Source: an optimization exercise on an open RTL-to-GDS flow (aim: small area). Production flows keep margins and buffers that such runs may drop. Where RTL was checked, it was by simulation tests only, not by an equivalence proof against the original. Power and IR drop assume default switching activity.

==> exp/violet <==
==> flow/design.v <==
module mfm_ctrl (
    input  wire        clk,
    input  wire        rst,
    input  wire [3:0]  cfg_fd_att,    
    input  wire        cfg_hd_att,    
    input  wire        host_cs,
    input  wire        host_we,
    input  wire [2:0]  host_addr,
    input  wire [7:0]  host_wdata,
    output reg  [7:0]  host_rdata,
    output wire [8:0]  buf_addr,
    output wire        buf_we,
    output wire [7:0]  buf_wdata,
    input  wire [7:0]  buf_rdata,
    input  wire [3:0]  fd_index,
    input  wire        hd_index,
    input  wire        fd_wp,
    input  wire        fd_tk0,
    input  wire        hd_ready,
    input  wire        hd_tk0,
    input  wire        hd_sc,
    input  wire        bit_tick,
    input  wire        rd_bit,
    output wire        wr_gate,
    output wire        wr_bit,
    output wire [1:0]  drv_sel,
    output wire        hd_sel,
    output reg  [2:0]  head_out,
    output reg         step_out,
    output reg         dir_out,
    output wire        rwc_out,
    output wire        precomp_out,
    output wire        motor_on
);
    localparam [14:0] MOT_START = 15'h7fff;
    localparam [14:0] MOT_END   = 15'h3a19;
    localparam [7:0]  DB_START  = 8'hff;
    localparam [7:0]  DB_END    = 8'hfa;
    localparam [2:0] S_IDLE  = 3'b000,    
                     S_WAITI = 3'b001,    
                     S_WAITN = 3'b010,    
                     S_SYNC  = 3'b100,
                     S_READ  = 3'b110,
                     S_WR0   = 3'b101,    
                     S_WR1   = 3'b111;    
    reg [1:0]  sel_drive;
    reg        cmd_rwc;
    reg [4:0]  target;
    reg        read_mode;
    reg        ecc_req;
    reg        precomp;
    reg [14:0] motor;
    reg [2:0]  st;
    reg [8:0]  cursor;
    reg [8:0]  cnt;
    reg [16:0] pool;
    reg [3:0]  fd_counter;
    reg [7:0]  fd_since;
    reg [4:0]  hd_counter;
    reg        hd_seen;
    reg [17:0] hd_since;
    reg [12:0] hd_period;
    reg        sec_active;
    reg [12:0] sec_cnt;
    wire kind_hd     = cfg_hd_att && (sel_drive == 2'd0);
    wire fd_att      = cfg_fd_att[sel_drive];
    wire motor_is_on = (motor != MOT_END);
    wire busy     = (st != S_IDLE);
    wire xfer_on  = st[2];
    wire st_rd    = st[2] & ~st[0];       
    wire st_wr    = st[2] &  st[0];
    wire gate     = st[2] & st[1] & st[0];
    wire host_ok  = host_cs && !busy;
    wire wr_ctl0  = host_ok && host_we && (host_addr == 3'd0);
    wire wr_ctl1  = host_ok && host_we && (host_addr == 3'd1);
    wire wr_data  = host_ok && host_we && (host_addr == 3'd2);
    wire wr_reset = host_ok && host_we && (host_addr == 3'd3);
    wire wr_start = host_ok && host_we && (host_addr == 3'd4);
    wire hc_data  = host_ok && (host_addr == 3'd2);      
    wire new_kind_hd = cfg_hd_att && (host_wdata[1:0] == 2'd0);
    wire fd_pulse  = !kind_hd && fd_att && fd_index[sel_drive];
    wire hd_pulse  = kind_hd && hd_index;
    wire sec_fire  = kind_hd && sec_active && (sec_cnt == hd_period) && !hd_pulse;
    wire increment = fd_pulse || hd_pulse || sec_fire;
    wire fd_bounce = (fd_since != DB_END);
    wire [3:0] fd_counter_nx = fd_bounce ? 4'd15 : fd_counter + 4'd1;
    wire [4:0] hd_counter_nx = hd_pulse ? 5'd0 : hd_counter + 5'd1;
    wire [4:0] counter_nx    = kind_hd ? hd_counter_nx : {1'b0, fd_counter_nx};
    wire [12:0] new_period   = hd_since[17:5];
    wire waiting   = busy && !xfer_on;
    wire do_match  = increment && waiting && (counter_nx == target);
    wire do_idle   = increment && (st == S_WAITI) && !do_match;
    wire idle_done = (cnt[3:0] == 4'd15) && (cnt[4] || !kind_hd);
    wire do_ecc    = increment && st_rd && kind_hd && ecc_req;
    wire tick      = bit_tick && !increment;
    wire last_bit  = (cnt[3:0] == 4'd15);
    wire sync_hit  = ((cnt[8:4] != 5'd0) || last_bit) &&
                     (pool[14:0] == 15'h2AAA) && (rd_bit == kind_hd);
    wire sync_fail = (cnt == 9'd479);
    wire r_store   = tick && (st == S_READ) && last_bit;
    wire w_fire    = tick && st_wr && last_bit;
    assign buf_addr    = cursor;
    assign drv_sel     = sel_drive;
    assign hd_sel      = kind_hd;
    assign rwc_out     = cmd_rwc;
    assign precomp_out = precomp;
    assign motor_on    = motor_is_on;
    assign wr_gate     = gate;
    wire [8:0]  ed = pool[16:8];
    wire [15:0] ecode = {~(ed[7] | ed[8]), ed[7], ~(ed[6] | ed[7]), ed[6],
                         ~(ed[5] | ed[6]), ed[5], ~(ed[4] | ed[5]), ed[4],
                         ~(ed[3] | ed[4]), ed[3], ~(ed[2] | ed[3]), ed[2],
                         ~(ed[1] | ed[2]), ed[1], ~(ed[0] | ed[1]), ed[0]};
    assign wr_bit = ecode[~cnt[3:0]];
    wire [7:0] rd_byte = {pool[13], pool[11], pool[9], pool[7],
                          pool[5], pool[3], pool[1], rd_bit};
    assign buf_we    = wr_data || do_ecc || r_store;
    assign buf_wdata = !busy ? host_wdata : (increment ? 8'h00 : rd_byte);
    wire [7:0] status0 = kind_hd ? {2'b00, 1'b1, hd_sc, 1'b0, hd_tk0, hd_ready, 1'b0}
                       : fd_att  ? {5'b00000, fd_tk0, 1'b0, fd_wp}
                       :           8'h00;
    wire [7:0] status1 = {4'b0000, 1'b1, motor_is_on, busy, kind_hd};
    always @(*) begin
        case (host_addr)
            3'd0:    host_rdata = status0;
            3'd1:    host_rdata = status1;
            3'd2:    host_rdata = busy ? 8'hFF : buf_rdata;
            3'd5:    host_rdata = busy ? 8'hFF : buf_rdata;
            default: host_rdata = 8'hFF;
        endcase
    end
    always @(posedge clk) begin
        if (rst) begin
            sel_drive <= 2'd0;
            cmd_rwc   <= 1'b0;
            target    <= 5'd0;
            read_mode <= 1'b0;
            ecc_req   <= 1'b0;
            precomp   <= 1'b0;
            head_out  <= 3'd0;
            step_out  <= 1'b0;
            dir_out   <= 1'b0;
            motor     <= MOT_END;
        end else begin
            if (wr_ctl0) begin
                sel_drive <= host_wdata[1:0];
                cmd_rwc   <= host_wdata[7];
                if (new_kind_hd || cfg_fd_att[host_wdata[1:0]]) begin
                    head_out <= {host_wdata[4] & !new_kind_hd, host_wdata[3:2]};
                    step_out <= host_wdata[5];
                    dir_out  <= host_wdata[6];
                end
            end
            if (wr_ctl1) begin
                target    <= host_wdata[4:0];
                read_mode <= host_wdata[5];
                ecc_req   <= host_wdata[6];
                precomp   <= host_wdata[7];
            end
            if (wr_ctl0)
                motor <= MOT_START;
            else if (motor_is_on)
                motor <= {motor[13:0], motor[14] ^ motor[13]};
        end
    end
    always @(posedge clk) begin
        if (rst) begin
            fd_counter <= 4'd0;
            fd_since   <= DB_END;
            hd_counter <= 5'd0;
            hd_seen    <= 1'b0;
            hd_since   <= 18'd0;
            sec_active <= 1'b0;
        end else begin
            if (fd_pulse) begin
                fd_counter <= fd_counter_nx;
                fd_since   <= DB_START;
            end else if (fd_bounce) begin
                fd_since   <= {fd_since[6:0], fd_since[7] ^ fd_since[5] ^ fd_since[4] ^ fd_since[3]};
            end
            if (hd_pulse) begin
                hd_counter <= 5'd0;
                hd_seen    <= 1'b1;
                hd_since   <= 18'd1;
                sec_active <= hd_seen && (new_period != 13'd0);
            end else begin
                if (hd_since != 18'h3FFFF)
                    hd_since <= hd_since + 18'd1;
                if (sec_fire) begin
                    hd_counter <= hd_counter_nx;
                    if (hd_counter_nx == 5'd31)
                        sec_active <= 1'b0;
                end
            end
            if (wr_ctl0 && !new_kind_hd)
                sec_active <= 1'b0;
        end
    end
    always @(posedge clk) begin
        if (hd_pulse && hd_seen)
            hd_period <= new_period;
        if (hd_pulse || sec_fire)
            sec_cnt <= 13'd1;
        else
            sec_cnt <= sec_cnt + 13'd1;
    end
    always @(posedge clk) begin
        if (rst) begin
            st     <= S_IDLE;
            cursor <= 9'd0;
        end else begin
            if (wr_reset)
                cursor <= 9'd0;
            if (hc_data || (do_match && !read_mode) || w_fire || r_store)
                cursor <= cursor + 9'd1;
            if (wr_start && motor_is_on)
                st <= S_WAITI;
            if (increment && xfer_on)
                st <= S_IDLE;
            else if (do_match)
                st <= read_mode ? S_SYNC : S_WR0;
            else if (do_idle && idle_done)
                st <= S_IDLE;
            else if (tick && st == S_SYNC) begin
                if (sync_hit)
                    st <= S_READ;
                else if (sync_fail)
                    st <= S_WAITN;
            end else if (w_fire)
                st <= S_WR1;
        end
    end
    always @(posedge clk) begin
        if ((wr_start && motor_is_on) || do_match || (tick && st == S_SYNC && sync_hit))
            cnt <= 9'd0;
        else if (do_idle || (tick && xfer_on))
            cnt <= cnt + 9'd1;
        if (tick && st_rd)
            pool[14:0] <= {pool[13:0], rd_bit};
        if (w_fire) begin
            pool[16]   <= gate & pool[15];
            pool[15:8] <= pool[7:0];
        end
        if (w_fire || (do_match && !read_mode))
            pool[7:0] <= buf_rdata;
    end
endmodule
==> flow/run.sh <==
#!/bin/bash
# synth_recipe.tcl (not shown) runs the flow's synth.tcl, then flattens the netlist and writes it again
# the make line also repeats each setting of config.mk as NAME=value (left out here)
make -C /OpenROAD-flow-scripts/flow DESIGN_CONFIG=/design/flow/config.mk WORK_HOME=/design/flow/orfs CLKGATE_MAP_FILE= SYNTH_SCRIPT=/design/flow/synth_recipe.tcl finish
==> flow/config.mk <==
export PLATFORM = sky130hd
export DESIGN_NAME = mfm_ctrl
export DESIGN_NICKNAME = mfm_ctrl
export VERILOG_FILES = /design/flow/design.v
export SDC_FILE = /design/flow/constraint.sdc
export NUM_CORES = 4
export LEC_CHECK = 0
export CAP_MARGIN = 20
export CORE_MARGIN = 2
export CORE_UTILIZATION = 40
export SLEW_MARGIN = 20
==> flow/constraint.sdc <==
create_clock -name core_clock -period 10.0 [get_ports {clk}]
set_input_delay 2.0000 -clock core_clock [delete_from_list [all_inputs] [get_ports {clk}]]
set_output_delay 2.0000 -clock core_clock [all_outputs]
set_load 0.01 [all_outputs]
==> inputs of exp/onyx, as changes to exp/violet <==
--- a/flow/design.v
+++ b/flow/design.v
@@ -54,11 +54,13 @@
     reg [8:0]  cursor;
     reg [8:0]  cnt;
     reg [16:0] pool;
+    reg        ctx;
     reg [3:0]  fd_counter;
     reg [7:0]  fd_since;
     reg [4:0]  hd_counter;
     reg        hd_seen;
-    reg [17:0] hd_since;
+    reg [4:0]  hd_lo;          
+    reg [12:0] hd_hi;          
     reg [12:0] hd_period;
     reg        sec_active;
     reg [12:0] sec_cnt;
@@ -86,7 +88,10 @@
     wire [3:0] fd_counter_nx = fd_bounce ? 4'd15 : fd_counter + 4'd1;
     wire [4:0] hd_counter_nx = hd_pulse ? 5'd0 : hd_counter + 5'd1;
     wire [4:0] counter_nx    = kind_hd ? hd_counter_nx : {1'b0, fd_counter_nx};
-    wire [12:0] new_period   = hd_since[17:5];
+    wire [12:0] new_period   = hd_hi;
+    wire        hd_sat       = (hd_hi == 13'h1000) && (hd_lo == 5'd31);
+    wire [12:0] hd_hi_nx     = {hd_hi[11:0], hd_hi[12] ^ hd_hi[3] ^ hd_hi[2] ^ hd_hi[0] ^ (hd_hi[11:0] == 12'd0)};
+    wire [12:0] sec_cnt_nx   = {sec_cnt[11:0], sec_cnt[12] ^ sec_cnt[3] ^ sec_cnt[2] ^ sec_cnt[0] ^ (sec_cnt[11:0] == 12'd0)};
     wire waiting   = busy && !xfer_on;
     wire do_match  = increment && waiting && (counter_nx == target);
     wire do_idle   = increment && (st == S_WAITI) && !do_match;
@@ -98,7 +103,9 @@
                      (pool[14:0] == 15'h2AAA) && (rd_bit == kind_hd);
     wire sync_fail = (cnt == 9'd479);
     wire r_store   = tick && (st == S_READ) && last_bit;
+    wire w_shift   = tick && st_wr && cnt[0];
     wire w_fire    = tick && st_wr && last_bit;
+    wire w_load    = w_fire || (do_match && !read_mode);
     assign buf_addr    = cursor;
     assign drv_sel     = sel_drive;
     assign hd_sel      = kind_hd;
@@ -106,12 +113,7 @@
     assign precomp_out = precomp;
     assign motor_on    = motor_is_on;
     assign wr_gate     = gate;
-    wire [8:0]  ed = pool[16:8];
-    wire [15:0] ecode = {~(ed[7] | ed[8]), ed[7], ~(ed[6] | ed[7]), ed[6],
-                         ~(ed[5] | ed[6]), ed[5], ~(ed[4] | ed[5]), ed[4],
-                         ~(ed[3] | ed[4]), ed[3], ~(ed[2] | ed[3]), ed[2],
-                         ~(ed[1] | ed[2]), ed[1], ~(ed[0] | ed[1]), ed[0]};
-    assign wr_bit = ecode[~cnt[3:0]];
+    assign wr_bit = cnt[0] ? pool[15] : ~(pool[15] | pool[16]);
     wire [7:0] rd_byte = {pool[13], pool[11], pool[9], pool[7],
                           pool[5], pool[3], pool[1], rd_bit};
     assign buf_we    = wr_data || do_ecc || r_store;
@@ -169,7 +171,8 @@
             fd_since   <= DB_END;
             hd_counter <= 5'd0;
             hd_seen    <= 1'b0;
-            hd_since   <= 18'd0;
+            hd_lo      <= 5'd0;
+            hd_hi      <= 13'd0;
             sec_active <= 1'b0;
         end else begin
             if (fd_pulse) begin
@@ -181,11 +184,15 @@
             if (hd_pulse) begin
                 hd_counter <= 5'd0;
                 hd_seen    <= 1'b1;
-                hd_since   <= 18'd1;
+                hd_lo      <= 5'd1;
+                hd_hi      <= 13'd0;
                 sec_active <= hd_seen && (new_period != 13'd0);
             end else begin
-                if (hd_since != 18'h3FFFF)
-                    hd_since <= hd_since + 18'd1;
+                if (!hd_sat) begin
+                    hd_lo <= hd_lo + 5'd1;
+                    if (hd_lo == 5'd31)
+                        hd_hi <= hd_hi_nx;
+                end
                 if (sec_fire) begin
                     hd_counter <= hd_counter_nx;
                     if (hd_counter_nx == 5'd31)
@@ -202,7 +209,7 @@
         if (hd_pulse || sec_fire)
             sec_cnt <= 13'd1;
         else
-            sec_cnt <= sec_cnt + 13'd1;
+            sec_cnt <= sec_cnt_nx;
     end
     always @(posedge clk) begin
         if (rst) begin
@@ -235,13 +242,15 @@
             cnt <= 9'd0;
         else if (do_idle || (tick && xfer_on))
             cnt <= cnt + 9'd1;
-        if (tick && st_rd)
-            pool[14:0] <= {pool[13:0], rd_bit};
-        if (w_fire) begin
-            pool[16]   <= gate & pool[15];
-            pool[15:8] <= pool[7:0];
-        end
-        if (w_fire || (do_match && !read_mode))
+        if ((tick && st_rd) || w_shift) begin
+            pool[15:8] <= pool[14:7];
+            pool[16]   <= w_fire ? (gate & ctx) : pool[15];
+        end
+        if (w_load)
             pool[7:0] <= buf_rdata;
+        else if ((tick && st_rd) || w_shift)
+            pool[7:0] <= {pool[6:0], rd_bit};
+        if (tick && st_wr && cnt[3:0] == 4'd1)
+            ctx <= pool[15];
     end
 endmodule
==> flow/flow/run.sh (new file) <==
#!/bin/bash
set -euo pipefail
export BUFFER_PORTS_ARGS="-buffer_cell sky130_fd_sc_hd__buf_1"
export CTS_ARGS="-sink_clustering_enable -repair_clock_nets -buf_list {sky130_fd_sc_hd__clkbuf_2 sky130_fd_sc_hd__clkbuf_4 sky130_fd_sc_hd__clkbuf_8} -dont_use_dummy_load"
bash standard.sh > standard.log 2>&1
==> flow/standard.sh (new file) <==
#!/bin/bash
# synth_recipe.tcl (not shown) runs the flow's synth.tcl, then flattens the netlist and writes it again
# the make line also repeats each setting of config.mk as NAME=value (left out here)
make -C /OpenROAD-flow-scripts/flow DESIGN_CONFIG=/design/flow/config.mk WORK_HOME=/design/flow/orfs CLKGATE_MAP_FILE= SYNTH_SCRIPT=/design/flow/synth_recipe.tcl "${@:-finish}"
removed: flow/run.sh
==> comparison <==
- exp/violet completed with no timing, DRC or antenna violations. exp/onyx ran to the end with no violations.
- Of exp/violet and exp/onyx, exp/onyx has the higher hold slack (gap 2.7 ps).
- In exp/onyx the combinational power is lower than in exp/violet, by 13%.
- Of exp/violet and exp/onyx, exp/onyx has the higher flip-flop and latch count (gap 1).
- Between exp/violet and exp/onyx, the lower global-route usage is in exp/onyx (gap 1.9 points).
- Between exp/onyx and exp/violet, the lower cell count is in exp/onyx (gap about 13%, measured against exp/violet).
==> figures <==
| item | exp/onyx | exp/violet |
|---|---|---|
| Clk Latency, worst-skew pair | 440 ps | 420 ps |
| Run status | timing/DRC/antenna clean | timing/DRC/antenna clean |
| Seq cells | 133 | 132 |
| Final worst path period share | 61.99% | 75.84% |
| Via Count | 4814 | 5578 |
| Largest net degree at the start of global routing | 55 | 64 |
| Power drawn by the clock network | 0.000318 W | 0.000608 W |
| Endpoint of the lowest-slack register-to-register path | pool[3] | cursor[2] |
| Fraction of layout cells with a size suffix above 1 | 7.746% | 8.712% |
| Slew HR | 41.04% | 42.21% |
| Die Height | 128.3 um | 132.4 um |
| Proportion of netlist area held by the largest area contributor | 33.02% | 30.96% |
Only the layout flow was run in exp/onyx; the RTL was not checked for function there.

==> port drivers added, routing unchanged <==
In the flow no input, the clock included, has a driving cell. The finished layouts below were timed again as built, in two steps.
Step 1 sets driving cells, clkbuf_16 on the clock port and buf_2 on the other inputs (assumed; they add their load-dependent delay and slew).
Step 2 adds t to the input delays and takes it off the output delays; t is the mean of the earliest and latest rising clock arrival at the registers after step 1. Input paths then give back, and output paths get back, about the clock's delay inside the block.
Three values: ideal, step 1, step 2; two values: the first two.
| run | shift t [ns] | setup slack, ns | clock arrival spread, ns | worst slew at a driven data input, ns |
|---|---|---|---|---|
| exp/violet | 0.461 | 2.416 / 2.388 / 2.388 | 0.009 / 0.008 | 0.07 |
| exp/onyx | 0.458 | 3.801 / 3.771 / 3.771 | 0.035 / 0.034 | 0.05 |
After both steps every run listed still meets setup and hold. For exp/onyx, which loses most, drivers alone change the setup slack by -0.030 ns; drivers and shift together by -0.030 ns.
